Source: an optimization exercise on an open RTL-to-GDS flow (aim: small area, a short achievable clock period and few clock cycles per item). Production flows keep margins and buffers that such runs may drop. At most, simulation tests tie the RTL to the original design; equivalence was not proved. Power figures rest on the tool's default switching activity, not on a simulated workload.

==> v38: inputs <==
==> flow/design.v <==
module irlib2_codec (
  input  wire        clk,
  input  wire        rst,
  input  wire        cmd_valid,
  input  wire [63:0] cmd_word,
  output wire        cmd_ready,
  input  wire [3:0]  rd_addr,
  output wire [31:0] rd_data,
  input  wire        cap_we,
  input  wire [15:0] cap_idx,
  input  wire        cap_level,
  input  wire [15:0] cap_dur,
  output wire        tok_valid,
  output wire        tok_level,
  output wire [15:0] tok_dur,
  input  wire        tok_ready
);
  localparam [15:0] ZERO_MIN = 16'd300;
  localparam [15:0] ZERO_MAX = 16'd500;
  localparam [15:0] ONE_MIN  = 16'd600;
  localparam [15:0] ONE_MAX  = 16'd1000;
  localparam [15:0] HDR_MIN  = 16'd1200;
  localparam [15:0] HDR_MAX  = 16'd2000;
  localparam [7:0] SEED_DEFAULT = 8'hAE;
  localparam [7:0] FIXED_MARKER = 8'hAA;
  localparam [3:0] CK_OFFSET    = 4'hD;
  function [3:0] checksum;
    input [3:0] t;
    input [3:0] w;
    begin
      checksum = CK_OFFSET + t + w;
    end
  endfunction
  wire [3:0] op = cmd_word[63:60];
  wire hi_zero  = (cmd_word[59:40] == 20'd0);
  wire mid_zero = (cmd_word[39:16] == 24'd0);
  wire is_nop     = (op == 4'h0) && hi_zero && mid_zero && (cmd_word[15:0] == 16'd0);
  wire is_enc_tw  = (op == 4'h1) && hi_zero && mid_zero;
  wire is_enc_raw = (op == 4'h2) && hi_zero;
  wire is_dec     = (op == 4'h3) && hi_zero && mid_zero;
  wire is_cksum   = (op == 4'h4) && hi_zero && mid_zero;
  wire is_legal   = is_nop | is_enc_tw | is_enc_raw | is_dec | is_cksum;
  wire is_enc     = is_enc_tw | is_enc_raw;
  wire [3:0] ck_cmd = checksum(cmd_word[11:8], cmd_word[3:0]);
  reg enc_busy;
  irlib2_ready u_ready (
    .cmd_hi   (cmd_word[63:16]),
    .enc_busy (enc_busy),
    .cmd_ready(cmd_ready)
  );
  wire accept_enc = cmd_valid && is_enc && !enc_busy;
  wire accept_dec = cmd_valid && is_dec;
  wire accept_ck  = cmd_valid && is_cksum;
  wire accept_ill = cmd_valid && !is_legal;
  reg [3:0] ck_res;
  reg       cmd_err;
  always @(posedge clk) begin
    if (rst) begin
      ck_res  <= 4'd0;
      cmd_err <= 1'b0;
    end else begin
      if (accept_ck)
        ck_res <= ck_cmd;
      if (accept_ill)
        cmd_err <= 1'b1;
    end
  end
  wire cls0   = (cap_dur >= ZERO_MIN) && (cap_dur <= ZERO_MAX);
  wire cls1   = (cap_dur >= ONE_MIN)  && (cap_dur <= ONE_MAX);
  wire hdr_in = cap_level && (cap_dur >= HDR_MIN) && (cap_dur <= HDR_MAX);
  wire band   = cls0 | cls1;
  wire good_p0 = !cap_level && band;
  wire good_p1 =  cap_level && band;
  wire e0_p0   = !cap_level && !cls0;
  wire e0_p1   =  cap_level && !cls0;
  wire cap_wr = cap_we && (cap_idx[15:6] == 10'd0);
  reg        hdr_ok;
  reg [40:1] c_good;
  reg [40:1] c_e0;
  always @(posedge clk) begin
    if (cap_wr && cap_idx[5:0] == 6'd0)
      hdr_ok <= hdr_in;
  end
  genvar j;
  generate
    for (j = 1; j <= 40; j = j + 1) begin : g_cap
      always @(posedge clk) begin
        if (cap_wr && cap_idx[5:0] == j) begin
          c_good[j] <= ((j - 1) % 2) ? good_p1 : good_p0;
          c_e0[j]   <= ((j - 1) % 2) ? e0_p1   : e0_p0;
        end
      end
    end
  endgenerate
  wire all_good = &c_good;
  wire [4:0] grp_bad;
  wire [2:0] loc_idx [0:4];
  wire [4:0] loc_amb;
  generate
    for (j = 0; j < 5; j = j + 1) begin : g_grp
      wire [7:0] gg = c_good[8*j+8:8*j+1];
      wire [7:0] ge = c_e0[8*j+8:8*j+1];
      assign grp_bad[j] = !(&gg);
      assign loc_idx[j] = !gg[0] ? 3'd0 : !gg[1] ? 3'd1 : !gg[2] ? 3'd2 : !gg[3] ? 3'd3 :
                          !gg[4] ? 3'd4 : !gg[5] ? 3'd5 : !gg[6] ? 3'd6 : 3'd7;
      assign loc_amb[j] = !gg[0] ? ge[0] : !gg[1] ? ge[1] : !gg[2] ? ge[2] : !gg[3] ? ge[3] :
                          !gg[4] ? ge[4] : !gg[5] ? ge[5] : !gg[6] ? ge[6] : ge[7];
    end
  endgenerate
  wire [2:0] f_grp = grp_bad[0] ? 3'd0 : grp_bad[1] ? 3'd1 : grp_bad[2] ? 3'd2 :
                     grp_bad[3] ? 3'd3 : grp_bad[4] ? 3'd4 : 3'd5;
  wire [5:0] f_idx = {f_grp, f_grp == 3'd5 ? 3'd0 : loc_idx[f_grp]};
  wire       f_amb = loc_amb[f_grp];
  wire [15:0] n_field  = cmd_word[15:0];
  wire        n_big    = (n_field[15:6] != 10'd0);
  wire        hdr_fail = !hdr_ok || (!n_big && n_field[5:0] == 6'd0);
  wire [5:0]  m_slots  = n_field[5:0] - 6'd1;
  wire        m_le_f   = !n_big && (m_slots <= f_idx);
  wire        miss     = m_le_f && (m_slots != 6'd40);
  wire [1:0] err_nx   = hdr_fail ? 2'd1 :
                        miss     ? 2'd2 :
                        all_good ? 2'd0 : {1'b1, f_amb};
  wire [5:0] slots_nx = hdr_fail ? 6'd0 :
                        m_le_f   ? m_slots : f_idx;    
  wire [39:0] frame_nx;
  generate
    for (j = 0; j < 40; j = j + 1) begin : g_frame
      assign frame_nx[39 - j] = c_e0[j + 1];
    end
  endgenerate
  wire        ok_nx   = (err_nx == 2'd0);
  wire [7:0]  res_lo  = ok_nx ? frame_nx[7:0] : {err_nx, slots_nx};
  reg        dec_done;
  reg        dec_ok;
  reg [39:0] dec_res;
  always @(posedge clk) begin
    if (rst) begin
      dec_done <= 1'b0;
      dec_ok   <= 1'b0;
    end else if (accept_dec) begin
      dec_done <= 1'b1;
      dec_ok   <= ok_nx;
    end
  end
  always @(posedge clk) begin
    if (accept_dec)
      dec_res <= {frame_nx[39:8], res_lo};
  end
  wire        dec_fail  = dec_done && !dec_ok;
  wire [1:0]  err_rd    = dec_fail ? dec_res[7:6] : 2'd0;
  wire [5:0]  slots_rd  = dec_ok ? 6'd40 : dec_fail ? dec_res[5:0] : 6'd0;
  wire [39:0] dec_frame = dec_res;
  wire       ckmm    = dec_ok && (dec_frame[3:0] != checksum(dec_frame[19:16], dec_frame[11:8]));
  reg [5:0]  enc_d;
  reg [39:0] enc_fr;
  reg        enc_tw;
  wire tw = (op == 4'h1);
  always @(posedge clk) begin
    if (!enc_busy) begin
      enc_fr <= {cmd_word[39:20], cmd_word[19:16] | (ck_cmd & {4{tw}}), cmd_word[15:0]};
      enc_tw <= tw;
    end
  end
  always @(posedge clk) begin
    if (rst) begin
      enc_busy <= 1'b0;
    end else if (accept_enc) begin
      enc_busy <= 1'b1;
    end else if (tok_ready && enc_busy && enc_d == 6'd0) begin
      enc_busy <= 1'b0;
    end
  end
  localparam [15:0] TW_TOP = {SEED_DEFAULT, FIXED_MARKER};
  wire [5:0] nb     = enc_d - 6'd2;
  wire [5:0] fr_idx = enc_tw ? nb - 6'd8 : nb;
  wire       fr_bit = enc_fr[fr_idx];
  wire [5:0] nb_top = nb - 6'd24;
  wire       tw_bit = (nb >= 6'd24) ? TW_TOP[nb_top[3:0]] :
                      (nb >= 6'd8)  ? fr_bit :
                      (nb >= 6'd4)  ? 1'b0 : enc_fr[{4'b0100, nb[1:0]}];
  wire       nx_bit = enc_tw ? tw_bit : fr_bit;
  reg        slot_bit;
  always @(posedge clk) begin
    if (!enc_busy) begin
      enc_d <= 6'd41;
    end else if (tok_ready) begin
      enc_d    <= enc_d - 6'd1;
      slot_bit <= nx_bit;
    end
  end
  wire is_hdr = (enc_d == 6'd41);
  wire is_trl = (enc_d == 6'd0);
  assign tok_valid = enc_busy;
  assign tok_level = enc_d[0];
  assign tok_dur   = is_hdr ? 16'd1600 :
                     is_trl ? 16'd1000 :
                     slot_bit ? 16'd800 : 16'd400;
  wire [31:0] status = {24'd0, cmd_err, ckmm, err_rd, dec_ok, dec_done, 1'b0, enc_busy};
  irlib2_rdmux u_rdmux (
    .rd_addr  (rd_addr),
    .status   (status[7:0]),
    .dec_ok   (dec_ok),
    .dec_frame(dec_frame),
    .slots_rd (slots_rd),
    .ck_res   (ck_res),
    .rd_data  (rd_data)
  );
endmodule
module irlib2_ready (
  input  wire [63:16] cmd_hi,
  input  wire         enc_busy,
  output wire         cmd_ready
);
  wire [3:0] op       = cmd_hi[63:60];
  wire       hi_zero  = (cmd_hi[59:40] == 20'd0);
  wire       mid_zero = (cmd_hi[39:16] == 24'd0);
  wire       is_enc   = hi_zero && ((op == 4'h2) || (op == 4'h1 && mid_zero));
  assign cmd_ready = !(is_enc && enc_busy);
endmodule
module irlib2_rdmux (
  input  wire [3:0]  rd_addr,
  input  wire [7:0]  status,
  input  wire        dec_ok,
  input  wire [39:0] dec_frame,
  input  wire [5:0]  slots_rd,
  input  wire [3:0]  ck_res,
  output reg  [31:0] rd_data
);
  always @(*) begin
    case (rd_addr)
      4'h0:    rd_data = {24'd0, status};
      4'h1:    rd_data = dec_ok ? dec_frame[31:0] : 32'd0;
      4'h2:    rd_data = {24'd0, dec_ok ? dec_frame[39:32] : 8'd0};
      4'h3:    rd_data = {24'd0, 2'b00, dec_ok, 1'b0, dec_ok, 3'b000};
      4'h4:    rd_data = {31'd0, dec_ok};
      4'h5:    rd_data = {26'd0, slots_rd};
      4'h6:    rd_data = {28'd0, ck_res};
      default: rd_data = 32'd0;
    endcase
  end
endmodule
==> flow/flow/run.sh <==
#!/bin/bash
# Layout flow: the standard ORFS flow (standard.sh, with the standard
# synthesis unchanged) run with different layout settings:
#  - every port still gets a buffer, but the smallest one (buf_1); timing
#    repair upsizes the ones on critical paths,
#  - a denser core (62% utilisation),
#  - a 5.0 ns setup margin for timing repair, so it works towards a 5 ns period,
#  - clock tree of clkbuf_8 buffers without dummy balancing loads,
#  - no gate cloning during timing repair,
#  - global placement at a target density of 0.75.
# ORFS writes each tool's full log under orfs/logs/; the make output goes to
# standard.log.
set -euo pipefail
bash standard.sh \
  BUFFER_PORTS_ARGS="-buffer_cell sky130_fd_sc_hd__buf_1" \
  CORE_UTILIZATION=62 \
  SETUP_SLACK_MARGIN=5.0 \
  CTS_ARGS="-sink_clustering_enable -repair_clock_nets -dont_use_dummy_load -sink_clustering_size 24 -sink_clustering_max_diameter 60 -buf_list sky130_fd_sc_hd__clkbuf_8" \
  SKIP_GATE_CLONING=1 \
  PLACE_DENSITY=0.75 \
  finish > standard.log 2>&1
==> flow/standard.sh <==
#!/bin/bash
# synth_recipe.tcl (not shown) runs the flow's synth.tcl, then flattens the netlist and writes it again
# the make line also repeats each setting of config.mk as NAME=value (left out here)
make -C /OpenROAD-flow-scripts/flow DESIGN_CONFIG=/design/flow/config.mk WORK_HOME=/design/flow/orfs CLKGATE_MAP_FILE= SYNTH_SCRIPT=/design/flow/synth_recipe.tcl "${@:-finish}"
==> flow/config.mk <==
export PLATFORM = sky130hd
export DESIGN_NAME = irlib2_codec
export DESIGN_NICKNAME = irlib2_codec
export VERILOG_FILES = /design/flow/design.v
export SDC_FILE = /design/flow/constraint.sdc
export NUM_CORES = 4
export LEC_CHECK = 0
export CAP_MARGIN = 20
export CORE_MARGIN = 2
export CORE_UTILIZATION = 40
export SLEW_MARGIN = 20
export SYNTH_HIERARCHICAL = 1
==> flow/constraint.sdc <==
create_clock -name core_clock -period 10.0 [get_ports {clk}]
set_input_delay 2.0000 -clock core_clock [delete_from_list [all_inputs] [get_ports {clk}]]
set_output_delay 2.0000 -clock core_clock [all_outputs]
set_load 0.01 [all_outputs]
==> v20 (differences from v38) <==
==> flow/flow/run.sh (replaced) <==
#!/bin/bash
# Standard ORFS flow (the standard.sh, standard synthesis unchanged) with
# different layout settings: smaller port buffers, a denser core and a larger
# setup margin for timing repair. Each tool's output stays in orfs/logs/.
set -euo pipefail
bash standard.sh \
  BUFFER_PORTS_ARGS="-buffer_cell sky130_fd_sc_hd__buf_1" \
  CORE_UTILIZATION=55 \
  SETUP_SLACK_MARGIN=5.0 \
  CTS_ARGS="-sink_clustering_enable -repair_clock_nets -dont_use_dummy_load -sink_clustering_size 24 -sink_clustering_max_diameter 60 -buf_list sky130_fd_sc_hd__clkbuf_8 -sink_buffer_max_cap_derate 0.3" \
  finish > standard.log 2>&1
==> v28 (differences from v38) <==
--- a/flow/design.v
+++ b/flow/design.v
@@ -7,3 +7,3 @@
   input  wire [3:0]  rd_addr,
-  output wire [31:0] rd_data,
+  output reg  [31:0] rd_data,
   input  wire        cap_we,
@@ -198,11 +198,14 @@
   wire [31:0] status = {24'd0, cmd_err, ckmm, err_rd, dec_ok, dec_done, 1'b0, enc_busy};
-  irlib2_rdmux u_rdmux (
-    .rd_addr  (rd_addr),
-    .status   (status[7:0]),
-    .dec_ok   (dec_ok),
-    .dec_frame(dec_frame),
-    .slots_rd (slots_rd),
-    .ck_res   (ck_res),
-    .rd_data  (rd_data)
-  );
+  always @(*) begin
+    case (rd_addr)
+      4'h0:    rd_data = status;
+      4'h1:    rd_data = dec_ok ? dec_frame[31:0] : 32'd0;
+      4'h2:    rd_data = {24'd0, dec_ok ? dec_frame[39:32] : 8'd0};
+      4'h3:    rd_data = {24'd0, 2'b00, dec_ok, 1'b0, dec_ok, 3'b000};
+      4'h4:    rd_data = {31'd0, dec_ok};
+      4'h5:    rd_data = {26'd0, slots_rd};
+      4'h6:    rd_data = {28'd0, ck_res};
+      default: rd_data = 32'd0;
+    endcase
+  end
 endmodule
@@ -219,23 +222 @@
 endmodule
-module irlib2_rdmux (
-  input  wire [3:0]  rd_addr,
-  input  wire [7:0]  status,
-  input  wire        dec_ok,
-  input  wire [39:0] dec_frame,
-  input  wire [5:0]  slots_rd,
-  input  wire [3:0]  ck_res,
-  output reg  [31:0] rd_data
-);
-  always @(*) begin
-    case (rd_addr)
-      4'h0:    rd_data = {24'd0, status};
-      4'h1:    rd_data = dec_ok ? dec_frame[31:0] : 32'd0;
-      4'h2:    rd_data = {24'd0, dec_ok ? dec_frame[39:32] : 8'd0};
-      4'h3:    rd_data = {24'd0, 2'b00, dec_ok, 1'b0, dec_ok, 3'b000};
-      4'h4:    rd_data = {31'd0, dec_ok};
-      4'h5:    rd_data = {26'd0, slots_rd};
-      4'h6:    rd_data = {28'd0, ck_res};
-      default: rd_data = 32'd0;
-    endcase
-  end
-endmodule
==> flow/flow/run.sh (replaced) <==
#!/bin/bash
# Standard ORFS flow (the standard.sh, standard synthesis unchanged) with
# different layout settings: smaller port buffers, a denser core and a larger
# setup margin for timing repair. Each tool's output stays in orfs/logs/.
set -euo pipefail
bash standard.sh \
  BUFFER_PORTS_ARGS="-buffer_cell sky130_fd_sc_hd__buf_1" \
  CORE_UTILIZATION=55 \
  SETUP_SLACK_MARGIN=5.0 \
  CTS_BUF_LIST=sky130_fd_sc_hd__clkbuf_8 \
  finish > standard.log 2>&1
==> v23 (differences from v38) <==
--- a/flow/flow/run.sh
+++ b/flow/flow/run.sh
@@ -7,5 +7,3 @@
 #  - a 5.0 ns setup margin for timing repair, so it works towards a 5 ns period,
-#  - clock tree of clkbuf_8 buffers without dummy balancing loads,
-#  - no gate cloning during timing repair,
-#  - global placement at a target density of 0.75.
+#  - clock tree of clkbuf_8 buffers without dummy balancing loads.
 # ORFS writes each tool's full log under orfs/logs/; the make output goes to
@@ -18,4 +16,3 @@
   CTS_ARGS="-sink_clustering_enable -repair_clock_nets -dont_use_dummy_load -sink_clustering_size 24 -sink_clustering_max_diameter 60 -buf_list sky130_fd_sc_hd__clkbuf_8" \
-  SKIP_GATE_CLONING=1 \
-  PLACE_DENSITY=0.75 \
+  GPL_TIMING_DRIVEN=0 \
   finish > standard.log 2>&1
==> comparison table <==
| metric | v28 | v20 | v23 | v38 |
|---|---|---|---|---|
| Outcome | no timing/DRC/antenna violations | no timing/DRC/antenna violations | no timing/DRC/antenna violations | no timing/DRC/antenna violations |
| Setup Buffers After CTS | 3 | 4 | 4 | 2 |
| CP Max Fanout | 3 | 3 | 7 | 14 |
| Storage cell area | 0.005177 mm2 | 0.005175 mm2 | 0.005175 mm2 | 0.005175 mm2 |
| Largest net degree at the start of global routing | 45 | 45 | 41 | 45 |
| Cell count after placement | 1161 | 1162 | 1155 | 1125 |
| Switching power share of the total | 0.2531 | 0.2117 | 0.2150 | 0.2146 |
| M2 GR Usage | 0.4172 | 0.3920 | 0.4513 | 0.4418 |
| Pwr Density | 125.6 mW/mm2 | 119.9 mW/mm2 | 118.1 mW/mm2 | 122.6 mW/mm2 |
| Met3 layer usage reported by global route | 0.04649 | 0.05140 | 0.06200 | 0.04513 |
| CP Buf/Inv Count | 2 | 2 | 3 | 2 |
| Register-to-Register Setup Slack | 5.97 ns | 5.38 ns | 5.55 ns | 5.60 ns |
| Multiplexer fraction of the synthesized cell area | 0.04008 | 0.04182 | 0.04182 | 0.04182 |
| Seq/Total Area, Yosys | 0.5543 | 0.5579 | 0.5579 | 0.5579 |
| Via density per instance | 6.120 | 6.063 | 6.233 | 6.235 |
| Basic-gate share of the synthesized area counting and, or, nand and nor cells | 0.1946 | 0.1943 | 0.1943 | 0.1943 |
| Final worst slack | 4.934 ns | 4.968 ns | 4.960 ns | 4.980 ns |
| Clock-cell share of area | 0.03363 | 0.02217 | 0.02173 | 0.02270 |
| Sequential cell area share | 0.4702 | 0.4905 | 0.4805 | 0.5020 |
| Wire length on met3 | 1.949 mm | 2.065 mm | 1.800 mm | 2.019 mm |
| Initial core utilization | 0.5629 | 0.5613 | 0.6358 | 0.6358 |
| GRT Util Overall | 0.2705 | 0.2593 | 0.2884 | 0.2834 |
Testbench counts of v38, summed over its fixed seeds: cycles 15,389, frames 410.
Testbench counts of v20, summed over its fixed seeds: cycles 15,389, frames 410.
Testbench counts of v23, summed over its fixed seeds: cycles 15,389, frames 410.
The RTL of v28 was laid out without a check of its function.

==> static timing again, ports no longer ideal <==
How much do the figures lean on ideal ports? The routed layouts below were timed once more, with nothing changed but the port constraints. Step 1 (the two cells are an assumption about what drives the block):
set clk [get_ports {clk}]
set_driving_cell -lib_cell sky130_fd_sc_hd__clkbuf_16 $clk
set_driving_cell -lib_cell sky130_fd_sc_hd__buf_2 [delete_from_list [all_inputs] $clk]
Step 2 also shifts input and output timing later by t, the mid clock arrival at the registers, as if the neighbouring blocks saw the same clock. Slacks: ideal ports / drivers / drivers and shift; pairs: ideal ports / drivers.
| run | t, ns | slack for setup (ns) | pins driven straight from the clock port |
|---|---|---|---|
| v38 | 0.485 | 4.980 / 4.919 / 4.776 | 1 |
| v20 | 0.475 | 4.968 / 4.949 / 4.796 | 1 |
| v28 | 0.506 | 4.934 / 4.907 / 4.734 | 1 |
| v23 | 0.495 | 4.960 / 4.921 / 4.786 | 1 |
After both steps setup and hold are still met in every run listed. For v38, which loses most, drivers alone change the setup slack by -0.061 ns; drivers and shift together by -0.204 ns.
